Context: an optimization exercise on an open-source flow, tuned for small area, a short achievable clock period and few clock cycles per item. The choices shown serve that exercise and are no tape-out recipe.
No functional check of the RTL was part of this run.

<file path="run.sh">
#!/bin/bash
# synth_recipe.tcl (not shown) runs the flow's synth.tcl, then flattens the netlist and writes it again
# the make line also repeats each setting of config.mk as NAME=value (left out here)
make -C /OpenROAD-flow-scripts/flow DESIGN_CONFIG=/design/flow/config.mk WORK_HOME=/design/flow/orfs CLKGATE_MAP_FILE= SYNTH_SCRIPT=/design/flow/synth_recipe.tcl finish
</file>
<file path="config.mk">
export PLATFORM = sky130hd
export DESIGN_NAME = bme680_comp
export DESIGN_NICKNAME = bme680_comp
export VERILOG_FILES = /design/flow/design.v
export SDC_FILE = /design/flow/constraint.sdc
export NUM_CORES = 4
export LEC_CHECK = 0
export CAP_MARGIN = 20
export CORE_MARGIN = 2
export CORE_UTILIZATION = 40
export SLEW_MARGIN = 20
</file>
<file path="constraint.sdc">
create_clock -name core_clock -period 22.0 [get_ports {clk}]
set_input_delay 4.4000 -clock core_clock [delete_from_list [all_inputs] [get_ports {clk}]]
set_output_delay 4.4000 -clock core_clock [all_outputs]
set_load 0.01 [all_outputs]
</file>
<file path="design.v">
module bme680_div (
  input  wire        clk,
  input  wire        rst,
  input  wire        start,
  input  wire [31:0] dividend,
  input  wire [31:0] divisor,
  output reg         busy,
  output wire [31:0] quotient
);
  reg  [31:0] quo;       
  reg  [32:0] rem;
  reg  [31:0] dvs;
  reg  [4:0]  cnt;
  reg         neg;
  wire [31:0] abs_a = dividend[31] ? (~dividend + 32'd1) : dividend;
  wire [31:0] abs_b = divisor[31]  ? (~divisor  + 32'd1) : divisor;
  wire [32:0] rem_sh = {rem[31:0], quo[31]};
  wire        fits   = (rem_sh >= {1'b0, dvs});
  assign quotient = neg ? (~quo + 32'd1) : quo;
  always @(posedge clk) begin
    if (rst) begin
      busy <= 1'b0;
    end else if (start) begin
      quo  <= abs_a;
      dvs  <= abs_b;
      rem  <= 33'd0;
      cnt  <= 5'd0;
      neg  <= dividend[31] ^ divisor[31];
      busy <= 1'b1;
    end else if (busy) begin
      rem  <= fits ? (rem_sh - {1'b0, dvs}) : rem_sh;
      quo  <= {quo[30:0], fits};
      cnt  <= cnt + 5'd1;
      if (cnt == 5'd31)
        busy <= 1'b0;
    end
  end
endmodule
module bme680_comp (
  input  wire         clk,
  input  wire         rst,
  input  wire         start,
  output wire         ready,
  input  wire [335:0] cal_img,    
  input  wire [63:0]  burst,      
  output wire         done,
  output wire         fault,
  output wire         pbr,
  output wire [31:0]  tfine,
  output wire [31:0]  temp,
  output wire [31:0]  pres,
  output wire [31:0]  hum
);
  wire        [15:0] par_t1  = cal_img[8*31 +: 16];
  wire signed [15:0] par_t2  = cal_img[8*0  +: 16];
  wire signed [7:0]  par_t3  = cal_img[8*2  +: 8];
  wire        [15:0] par_p1  = cal_img[8*4  +: 16];
  wire signed [15:0] par_p2  = cal_img[8*6  +: 16];
  wire signed [7:0]  par_p3  = cal_img[8*8  +: 8];
  wire        [15:0] par_p4  = cal_img[8*10 +: 16];
  wire signed [15:0] par_p5  = cal_img[8*12 +: 16];
  wire signed [7:0]  par_p6  = cal_img[8*15 +: 8];
  wire signed [7:0]  par_p7  = cal_img[8*14 +: 8];
  wire signed [15:0] par_p8  = cal_img[8*18 +: 16];
  wire signed [15:0] par_p9  = cal_img[8*20 +: 16];
  wire        [7:0]  par_p10 = cal_img[8*22 +: 8];
  wire        [11:0] par_h1  = {cal_img[8*25 +: 8], cal_img[8*24 +: 4]};
  wire        [11:0] par_h2  = {cal_img[8*23 +: 8], cal_img[8*24+4 +: 4]};
  wire signed [7:0]  par_h3  = cal_img[8*26 +: 8];
  wire signed [7:0]  par_h4  = cal_img[8*27 +: 8];
  wire signed [7:0]  par_h5  = cal_img[8*28 +: 8];
  wire        [7:0]  par_h6  = cal_img[8*29 +: 8];
  wire signed [7:0]  par_h7  = cal_img[8*30 +: 8];
  wire [19:0] adc_p = {burst[8*0 +: 8], burst[8*1 +: 8], burst[8*2+4 +: 4]};
  wire [19:0] adc_t = {burst[8*3 +: 8], burst[8*4 +: 8], burst[8*5+4 +: 4]};
  wire [15:0] adc_h = {burst[8*6 +: 8], burst[8*7 +: 8]};
  reg  [4:0]         st;        
  reg                r_fault;
  reg                r_pbr;
  reg  signed [31:0] A;         
  reg  signed [28:0] B;
  reg  signed [22:0] S;         
  reg         [26:0] RA;        
  reg  signed [31:0] RB;        
  reg  signed [21:0] RC;        
  reg  signed [17:0] RD;        
  reg         [16:0] DV;        
  reg                DNEG;      
  reg                NNEG;      
  reg         [31:0] NQ;        
  reg         [15:0] REM;       
  reg         [3:0]  dcnt;      
  wire signed [33:0] prod = A * B;
  wire        [31:0] p32  = prod[31:0];
  wire signed [17:0] tv1 = $signed({1'b0, adc_t[19:3]}) - $signed({1'b0, par_t1, 1'b0});
  wire signed [16:0] tv1h = tv1[17:1];
  wire signed [23:0] tf  = S + 24'sd128000;
  wire signed [26:0] tf5 = $signed({tf, 2'b00}) + tf + 27'sd128;
  wire signed [18:0] ts  = tf5[26:8];
  wire signed [21:0] pv1 = S[22:1];
  wire signed [19:0] pa  = S[22:3];
  wire [32:0] q100y = {RA, 5'b0} + {RA, 3'b0} + RA;
  wire [42:0] q100w = {q100y, 10'b0} - q100y + q100y[32:10];
  wire [19:0] q100u = q100w[41:22];
  wire signed [19:0] q100 = {~q100u[19], q100u[18:0]};
  wire signed [25:0] x100 = (st == 5'd13) ? $signed(p32[31:6]) : $signed(prod[25:0]);
  wire        [26:0] x100o = $signed(x100) + (x100[25] ? 27'sd52428899 : 27'sd52428800);
  wire [15:0] nhi = {RA[17], RA[17], RA[17:4]} + par_p4;
  wire signed [19:0] pn  = {nhi, RA[3:0]};
  wire signed [21:0] pc0 = $signed({1'b0, 21'd1048576 - {1'b0, adc_p}}) - pn;
  wire signed [17:0] hah   = $signed({2'b00, adc_h}) - $signed({2'b00, par_h1, 4'b0000});
  wire signed [19:0] inner = RC[19:0] + q100;
  wire signed [31:0] hsum  = RB + $signed(p32[31:1]);
  wire        [31:0] hz    = hsum;    
  wire        nsgn   = NQ[31];
  wire [31:0] nabs   = nsgn ? (~NQ + 32'd1) : NQ;
  wire        dbig   = |DV[16:14];
  wire [31:0] n0     = dbig ? {nabs[17:0], 14'd0} : nabs;
  wire [15:0] r0     = dbig ? {2'b00, nabs[31:18]} : 16'd0;
  wire        first  = (st == 5'd11);
  wire [31:0] nin    = first ? n0 : NQ;
  wire [15:0] rin    = first ? r0 : REM;
  wire [16:0] t1     = {rin, nin[31]};
  wire [17:0] d1     = {1'b0, t1} - {1'b0, DV};
  wire        b1     = ~d1[17];
  wire [15:0] rm1    = b1 ? d1[15:0] : t1[15:0];
  wire [16:0] t2     = {rm1, nin[30]};
  wire [17:0] d2     = {1'b0, t2} - {1'b0, DV};
  wire        b2     = ~d2[17];
  wire [15:0] rm2    = b2 ? d2[15:0] : t2[15:0];
  wire [31:0] qs     = (NNEG ^ DNEG) ? (~NQ + 32'd1) : NQ;
  wire [31:0] pcq    = r_pbr ? {qs[30:0], 1'b0} : qs;
  wire signed [19:0] hraw = p32[31:12];
  wire [16:0] hcl = hraw[19] ? 17'd0 : (hraw > 20'sd100000) ? 17'd100000 : hraw[16:0];
  assign ready = (st == 5'd0) || (st == 5'd27);
  assign done  = (st == 5'd27);
  assign fault = r_fault;
  assign pbr   = r_pbr & ~r_fault;
  wire signed [31:0] pres_v = NQ + {{14{RC[21]}}, RC[21:4]};
  assign tfine = r_fault ? 32'd0 : {{8{tf[23]}}, tf};
  assign temp  = r_fault ? 32'd0 : {{16{ts[15]}}, ts[15:0]};
  assign pres  = r_fault ? 32'd0 : pres_v;
  assign hum   = r_fault ? 32'd0 : {15'd0, RD[16:0]};
  always @(posedge clk) begin
    if (rst) begin
      st      <= 5'd0;
      r_fault <= 1'b0;
    end else begin
      case (st)
        5'd0, 5'd27: if (start) begin
          st      <= 5'd1;
          r_fault <= 1'b0;
        end else begin
          st      <= 5'd0;
        end
        5'd10: if (DV == 17'd0) begin
          st      <= 5'd27;
          r_fault <= 1'b1;
        end else begin
          st <= 5'd11;
        end
        5'd20: if (dcnt == 4'd0) st <= 5'd21;
        default: st <= st + 5'd1;
      endcase
    end
  end
  always @(posedge clk) begin
    case (st)
      5'd0, 5'd27: begin
        A <= tv1h;
        B <= tv1h;
      end
      5'd1: begin                        
        A <= $signed({12'd0, p32[31:12]});
        B <= $signed({par_t3, 4'b0000});
      end
      5'd2: begin                        
        RA <= $signed(prod[32:14]) - 27'sd128000;
        A  <= tv1;
        B  <= par_t2;
      end
      5'd3: begin                        
        S <= $signed(prod[33:11]) + $signed(RA[19:0]);
        A <= ($signed(prod[33:11]) + $signed(RA[19:0])) >>> 3;
        B <= ($signed(prod[33:11]) + $signed(RA[19:0])) >>> 3;
      end
      5'd4: begin                        
        A <= $signed(p32[31:11]);
        B <= par_p6;
      end
      5'd5: begin                        
        RA <= prod[28:2];
        A  <= A >>> 2;
        B  <= $signed({par_p3, 5'd0});
      end
      5'd6: begin                        
        RB <= $signed(prod[31:3]);
        A  <= pv1;
        B  <= par_p5;
      end
      5'd7: begin                        
        RA <= ($signed(RA[26:0]) + $signed({p32[30:0], 1'b0})) >>> 14;
        B  <= par_p2;
      end
      5'd8: begin                        
        A <= {16'd0, ~hz[31], hz[31], hz[31:18]};
        B <= $signed({1'b0, par_p1});
      end
      5'd9: begin                        
        DV <= p32[31:15];
        A  <= pc0;
        B  <= 29'sd3125;
      end
      5'd10: begin                       
        NQ    <= (p32[31:30] == 2'b01) ? p32 : {p32[30:0], 1'b0};
        r_pbr <= (p32[31:30] == 2'b01);
        DNEG  <= DV[16];
        DV    <= DV[16] ? (~DV + 17'd1) : DV;
        A     <= ts;
        B     <= par_h5;
      end
      5'd11: begin                       
        RA <= x100o;
        B  <= par_h3;
      end
      5'd12: begin                       
        RA <= x100o;
        B  <= q100;
      end
      5'd13: begin                       
        RA <= x100o;
        RD <= hah - (q100 >>> 1);
        B  <= par_h4;
      end
      5'd14: begin                       
        RA <= x100o;
        RC <= q100 + 22'sd16384;
        B  <= par_h7;
      end
      5'd15: begin                       
        RA <= x100o;
        A  <= inner;
        B  <= $signed({1'b0, par_h2});
      end
      5'd16: begin                       
        RA <= (($signed({1'b0, par_h6, 7'd0}) + q100) >>> 4);
        A  <= $signed(p32[31:10]);
        B  <= RD;
      end
      5'd17: begin                       
        RB <= p32;
        A  <= $signed(p32[31:14]);
        B  <= $signed(p32[31:14]);
      end
      5'd18: begin                       
        A  <= $signed(p32[31:10]);
        B  <= $signed(RA[13:0]);
      end
      5'd19: begin                       
        A  <= hsum >>> 10;
        B  <= 29'sd1000;
      end
      5'd20: begin                       
        RD <= {1'b0, hcl};
        if (dcnt == 4'd0) begin
          NQ <= pcq;
          A  <= $signed(pcq) >>> 3;
          B  <= $signed(pcq) >>> 3;
        end
      end
      5'd21: begin                       
        A <= $signed(p32[31:13]);
        B <= par_p9;
      end
      5'd22: begin                       
        RC <= $signed(p32[31:12]) + $signed({par_p7, 7'd0});
        A  <= $signed(NQ) >>> 2;
        B  <= par_p8;
      end
      5'd23: begin                       
        RC <= RC + $signed(p32[31:13]);
        A  <= $signed(NQ) >>> 8;
        B  <= $signed(NQ) >>> 8;
      end
      5'd24: begin                       
        A <= p32;
      end
      5'd25: begin                       
        A <= p32;
        B <= $signed({1'b0, par_p10});
      end
      5'd26: begin                       
        RC <= RC + $signed(p32[31:17]);
      end
      default: ;
    endcase
    if (first) begin
      NNEG <= nsgn;
      NQ   <= {nin[29:0], b1, b2};
      REM  <= rm2;
      dcnt <= dbig ? 4'd8 : 4'd15;
    end else if (st > 5'd11 && dcnt != 4'd0) begin
      NQ   <= {nin[29:0], b1, b2};
      REM  <= rm2;
      dcnt <= dcnt - 4'd1;
    end
  end
endmodule
</file>
==> run notes <==
[stage by stage]
| stage | hold slack, ns | utilization (%) |
|---|---|---|
| 2_1_floorplan | 0.4656 | - |
| 3_3_place_gp | 0.4787 | 44.79 |
| 3_5_place_dp | 0.4961 | 44.81 |
| 4_1_cts | 0.5081 | 45.64 |
| 5_1_grt | 0.5392 | 45.67 |
| 6_report | 0.5116 | 45.68 |
[worst max-delay path, delay by kind of cell, from the launching register on]
family / cells / cell delay, ns
AOI/OAI and AO/OA: 22 / 6.41
adders and majority gates: 5 / 2.20
and+or+nand+nor: 7 / 1.34
xor gates and xnor gates: 3 / 1.15
DFF: 1 / 0.93
buffers and inverters: 1 / 0.36
muxes: 1 / 0.14
[layout make-up]
type | instances | area [sq um]
Sequential cell | 261 | 7782
Antenna cell | 5 | 12.51
Clock buffer | 45 | 977.2
Fill cell | 13790 | 75510
Clock inverter | 20 | 177.7
Inverter | 782 | 2937
Multi-Input combinational cell | 5353 | 43790
Tap cell | 1876 | 2347
Timing Repair Buffer | 593 | 5485
[sequential cells by signal, summed over array words and instances, names as in the netlist, 18 cells and up]
name  cells
S        23
RD       18
NQ       32
RB       32
B        29
RC       22
A        32
RA       27
[cells in the mapped netlist, types with 180 or more instances]
library cell and n:
inv_1 768, nand2_1 684, ha_1 598, fa_1 512
nor2_1 419, a21oi_1 368, and2_1 364, o21ai_0 363
clkbuf_1 299, xnor2_1 298, edfxtp_1 255, xor2_1 180
[path summary, 6_finish.rpt]
| kind | start | depth (start not counted) | slack, ns | end |
|---|---|---|---|---|
| worst max-delay path | RA[2] | 39 | 9.16 | A[31] |
| worst min-delay path | st[0] | 1 | 0.51 | st[0] |
| worst max register to register | RA[2] | 39 | 9.16 | A[31] |
| worst min register to register | st[0] | 1 | 0.51 | st[0] |
[cells by family after synthesis]
group	Yosys count
other cells	1
fa+ha+maj	1110
xor+xnor	480
mux	85
flops	261
compound gates	1594
simple gates	2069
buf+inv	1158
[per-layer routing]
layer  global-route usage (%)  share of wire, %  routed length [um]  vias up
met1                    48.47                40              107900    26740
met2                    57.12                43              116200     3101
li1                         -                 -                   -    23860
met5                        0             0.058                 157        -
met4                    21.14               6.8               18510       22
met3                    8.732                10               28260      690
==> run notes <==
- Critical Path RT: 22.32 ns
- RSZ-0062 raised after global routing: no
- Largest net degree at the start of global routing: 68
- Antenna viol nets, final: 0
- Num rows: 137
- Max Freq: 77.89 MHz
- Avg Cell Area, Syn: approximately 8.3 sq um
- Synth Area in Compound Gates: 19.02%
- Post-DP HPWL: about 210 mm
- Core Area: 139000 sq um
- Clock Sinks: 261
- Largest family of logic cells by synthesized area: adder cells
- Worst slew pin tran: 1.182 ns
- Setup Viol. Count Final: 0
- Maximum clock path buffer count: 3
- Min Tclk post-route: 12.84 ns
- Via Count: roughly 54000
- Yosys cell types: 103
- Post-synth top area cell: fa_1
- Area grow syn2layout: 13.76%
- Final Skew: approximately 0.046 ns
- Nets: 8541
- Worst slack, placed: 9.545 ns
- DR DRC count: 0
- Htree depth: 2
- Congestion Overflow GR: 0
- Post-route cell area: around 64000 sq um
- Yosys warns: 1
- Syn Inst Count: 6758
- Die X: 377.6 um
- Clock latency on the worst-skew pair: approximately 0.61 ns
- GPL Wtd Cong: 1.049
- Synth Area in Simple Gates: 18.01%
- Final worst setup slack: 9.161 ns
- Total CTS buffers: 37
- Initial antenna violation count: 20
- Most common cell after layout, fill and taps aside: inv_1
- Setup Total Neg Slack: 0 ns
- Post-placement cell area: roughly 62000 sq um
- Total Wirelength: around 270 mm
- Initial Utilization: 40.15%
- Layout cell share with drive strength beyond 1: between 5 and 6%
- Number of global-route vias before repair: roughly 53000
- CP max FO: 9
- CTS tree: done
- CP arrival: approximately 13 ns
- Main area contributors after synthesis: fa_1 18%, edfxtp_1 14%, ha_1 13%
- Most used DFF post-synth: edfxtp_1
- Post-Synth Adder-Cell Area: 31.77%
- Critical path endpoint category: flop
- Fin. Hold Viols: 0
- Clock slew at reported path FFs: 0.07 ns
- First-pass GRT wire length: 382.8 mm
- Maximum capacitance violations: 0
- Slowest-stage cell, CP: edfxtp_1
- Slowest stage delay, CP: between 0.9 and 1 ns
- Post-synthesis register bit count: 261
- I/O Pins: between 500 and 600
- Tcrit/Tclk final: 58.36%
- Post-Syn Area: 55820 sq um
- Hold WC Path Type: reg2reg
- EDFF count, synth: between 200 and 300
- Slew margin rel.: 19.13%
- Outcome: finished clean
- Die area: 142600 sq um
- Routed len/inst: between 30 and 40 um
- Mux contribution to synthesized area: about 1.6%
- Hold-fix buffers, CTS: 0
- Root buffer cell: clkbuf_16
- Port bufs: 404
- Placed insts: about 9000
- Xor/xnor share of the synthesized area: under 10%
- Yosys top cell area share: between 10% and 20%
- Post-Layout Cell Count: 8935
- Commonest non-fill, non-tap cells in the layout: 768 x inv_1, 684 x nand2_1, 597 x ha_1
- First-pass DRT Iterations: 6
- Setup crit start kind: flop
- Async SR Flop Fraction: 0%
- Vias per cell: 6.090
- Sequential share of the synthesized area: 13.93%
- Die Height: about 380 um
- Setup Buffers After CTS: 0
- Total track usage: 37.41%
- Final Max Slew Viols: 0
- CTS resizes: 0
- DR iter-0 viols: 6347
- Critical path class: reg2reg

[what the ideal ports hide]
How much do the figures lean on ideal ports? The routed layout below was timed once more, with nothing changed but the port constraints. Step 1, drivers: a clkbuf_16 drives clk and a buf_2 each remaining input, both assumed. Step 2 adds t to the input delays and takes it off the output delays; t is the mean of the earliest and latest rising clock arrival at the registers after step 1. Input paths then give back, and output paths get back, about the clock's delay inside the block. Three values: ideal, step 1, step 2; two values: the first two.
t (ns): 0.659
setup slack, ns: 9.161 / 9.161 / 9.161
worst setup path after step 2: register to register
pins driven straight from the clock port: 1
After both steps this run still meets setup and hold. The setup slack of this run moves by 0.000 ns with the drivers and by 0.000 ns with both steps.
